Source: an optimization exercise on an open RTL-to-GDS flow (aim: small area, a short achievable clock period and few clock cycles). Production flows keep margins and buffers that such runs may drop.
Function was checked by simulation only, so behaviour that the tests miss may differ from the original.
Power is estimated from default activity; no workload was simulated.

the previous run:
Design aptb_acf, start of the top module:
module aptb_acf (
    input             clk,
    input             rst,           
    input             cmd_valid,
    output            cmd_ready,
    input      [31:0] cmd_word,      
    input      [31:0] cmd_data,      
    input      [31:0] cfg_fs,        
    input      [31:0] cfg_flo,       
    input      [31:0] cfg_fhi,       
    input      [15:0] cfg_tau,       
    output reg        rsp_valid,
    output reg [31:0] rsp_result,
    output reg [7:0]  rsp_err
);
    localparam OP_INIT     = 8'h01;
    localparam OP_PUSH     = 8'h10;
    localparam OP_SIZE     = 8'h11;
    localparam OP_MINP     = 8'h12;
    localparam OP_LAG      = 8'h13;
    localparam OP_MAX      = 8'h14;
    localparam OP_MIN      = 8'h15;
    localparam OP_CORR     = 8'h16;
    localparam OP_PE_FREQ  = 8'h20;
    localparam OP_PE_PRED  = 8'h21;
    localparam OP_PE_HALF  = 8'h22;
    localparam OP_PE_WSIZE = 8'h23;
    localparam E_OK        = 8'h00;
    localparam E_BADCMD    = 8'h01;
    localparam E_NOTCFG    = 8'h02;
    localparam E_LAG       = 8'h03;
    localparam E_CFG_FS    = 8'h10;
    localparam E_CFG_FLO   = 8'h11;
    localparam E_CFG_ORDER = 8'h12;
    localparam E_CFG_DEGEN = 8'h14;
    localparam E_CFG_FRANGE= 8'h15;
    localparam E_CFG_CAP   = 8'h16;
    wire [7:0] i_opc = cmd_word[7:0];
    wire       i_b   = cmd_word[8];
    reg  i_known;
    always @(*) begin
        case (i_opc)
            OP_INIT, OP_PUSH, OP_SIZE, OP_MINP, OP_LAG, OP_MAX, OP_MIN, OP_CORR,
            OP_PE_FREQ, OP_PE_PRED, OP_PE_HALF, OP_PE_WSIZE: i_known = 1'b1;
            default: i_known = 1'b0;
        endcase
    end
    wire i_bad = !i_known || (|cmd_word[31:9]) || (i_b && i_opc != OP_PUSH);
    localparam QW = 21;
    wire [QW-1:0] in_cmd = {(|cmd_data[31:7]), cmd_data[6:0], i_b, i_bad,
  ...
For scale: about 5300 cells after synthesis, roughly 1200 flip-flops, ~220 I/O pins.
==> flow/config.mk <==
export PLATFORM = sky130hd
export DESIGN_NAME = aptb_acf
export DESIGN_NICKNAME = aptb_acf
export VERILOG_FILES = /design/flow/design.v
export SDC_FILE = /design/flow/constraint.sdc
export NUM_CORES = 4
export LEC_CHECK = 0
export CAP_MARGIN = 20
export CORE_MARGIN = 2
export CORE_UTILIZATION = 58
export SLEW_MARGIN = 20
==> flow/constraint.sdc <==
create_clock -name core_clock -period 15.0 [get_ports {clk}]
set_input_delay 3.0000 -clock core_clock [delete_from_list [all_inputs] [get_ports {clk}]]
set_output_delay 3.0000 -clock core_clock [all_outputs]
set_load 0.01 [all_outputs]
standard.sh (not shown) runs the stock make flow with config.mk's settings and CLKGATE_MAP_FILE= SYNTH_SCRIPT=/design/flow/synth_recipe.tcl, a recipe that flattens the netlist after the stock synthesis.
==> flow/flow/run.sh <==
#!/bin/bash
# The standard layout, with the port buffers made from plain buf_4 cells
# instead of the delay buffer the resizer picks by default.
set -euo pipefail
export BUFFER_PORTS_ARGS="-buffer_cell sky130_fd_sc_hd__buf_4"
bash standard.sh finish > standard_flow.log 2>&1
Testbench counts of the previous run, summed over its fixed seeds: cycles 43,075.
#### Input delta (the current run over the previous run)
--- a/flow/design.v
+++ b/flow/design.v
@@ -118,17 +118,16 @@
     reg        pe_v;        
     reg        pe_hc;
     reg [6:0]  lastlag;
     reg        llv;
     reg        dv_ok;
     reg        have_win;
     reg        sw_busy;     
     reg [255:0] F;           
-    reg         f_sh, f_b;   
     reg [255:0] S;           
     reg [255:0] T;           
     wire not_cfg   = !o_init && !cfgd;
     wire push_drop = cnt_zero && qb;
     wire push_fill = cnt_last;
     wire corr_bad  = dhi || (dlag < mp) || (dlag > nh1);
     reg        in_run;
     reg [3:0]  in_cnt;
@@ -1382,20 +1381,18 @@
             rsp_valid <= 1'b0;
         end else begin
             rsp_valid <= done;
         end
         rsp_result <= r_res;
         rsp_err    <= r_err;
     end
     always @(posedge clk) begin
-        f_sh <= do_shift;
-        f_b  <= qb;
-        if (f_sh) F <= {F[254:0], f_b};
-        if (s_ld) S <= {F[254:0], f_b};
+        if (do_shift) F <= {F[254:0], qb};
+        if (s_ld)     S <= F;
     end
     always @(posedge clk) begin
             if (do_init_start) begin
                 in_run <= 1'b1;
                 in_cnt <= 4'd0;
                 cfgd   <= 1'b0;
                 fs_s   <= cfg_fs[22:0];
                 fs_big <= |cfg_fs[31:23];
@@ -1480,19 +1477,19 @@
             if (e_st == E_IDLE) e_rd <= !do_fill;
             if (do_init_start) begin
                 dv_sh[32:0] <= {2'b0, cfg_fs[22:0], 8'd0};
             end else if (in_run) begin
                 if (in_cnt != 4'd0) dv_sh[32:0] <= in_nr[32:0];
             end else if (newlag_q || do_pred_start) begin
                 dv_busy <= 1'b1;
                 dv_pred <= do_pred_start;
-                dv_cnt  <= 5'd16;
-                dv_rem  <= fs_s[22:16];
-                dv_sh   <= {fs_s[15:0], 24'd0};
+                dv_cnt  <= 5'd20;
+                dv_rem  <= 7'd0;
+                dv_sh   <= {1'b0, fs_s, 16'd0};
                 dv_dv   <= newlag_q ? est_lag : lastlag;
                 dv_l3   <= newlag_q ? {2'd0, est_lag} + {1'b0, est_lag, 1'b0}
                                     : {2'd0, lastlag} + {1'b0, lastlag, 1'b0};
             end else if (dv_busy) begin
                 dv_rem <= dv_rem_n;
                 dv_sh  <= {dv_sh[37:0], dv_qd};
                 dv_cnt <= dv_cnt - 5'd1;
                 if (dv_cnt == 5'd1) dv_busy <= 1'b0;
--- outcome ---
On number of clock sinks, the current run and the previous run are basically level. The destination of the critical timing path comes out cmd_ready in one run and rsp_result[8] in the other, namely in the current run and the previous run respectively. Sequential fraction of design power: the current run < the previous run. Per the comparison of the current run with the previous run, post-layout utilization of the core went up 0.79 points, met1 routed wirelength after detailed routing went up by 2.0%, final non-filler cell area essentially unchanged.
Testbench counts of the current run, summed over its fixed seeds: cycles 43,262.

## what the ideal ports hide
The results above use ideal ports. As a check the final layouts listed here were re-extracted and re-timed, cells and wires unchanged. Step 1, drivers: a clkbuf_16 drives clk and a buf_2 each remaining input, both assumed. Step 2, shift: input delay + t, output delay - t, t = (earliest + latest rising clock arrival at the registers) / 2. This alone moves slack from input paths to output paths. a / b / c = no drivers / after step 1 / after step 2; a / b = the first two.
| run | t (ns) | setup WS [ns] | worst setup path at the end | slew at the worst register clock pin (ns) | cell pins on the clock port's net |
|---|---|---|---|---|---|
| the previous run | 0.819 | 10.713 / 10.642 / 9.991 | input to register | 0.07 / 0.07 | 1 |
| the current run | 0.827 | 10.730 / 10.652 / 10.284 | input to register | 0.07 / 0.07 | 1 |
After both steps setup and hold are still met in every run listed. The setup slack of the previous run, which loses most, moves by -0.071 ns with the drivers and by -0.722 ns with both steps.
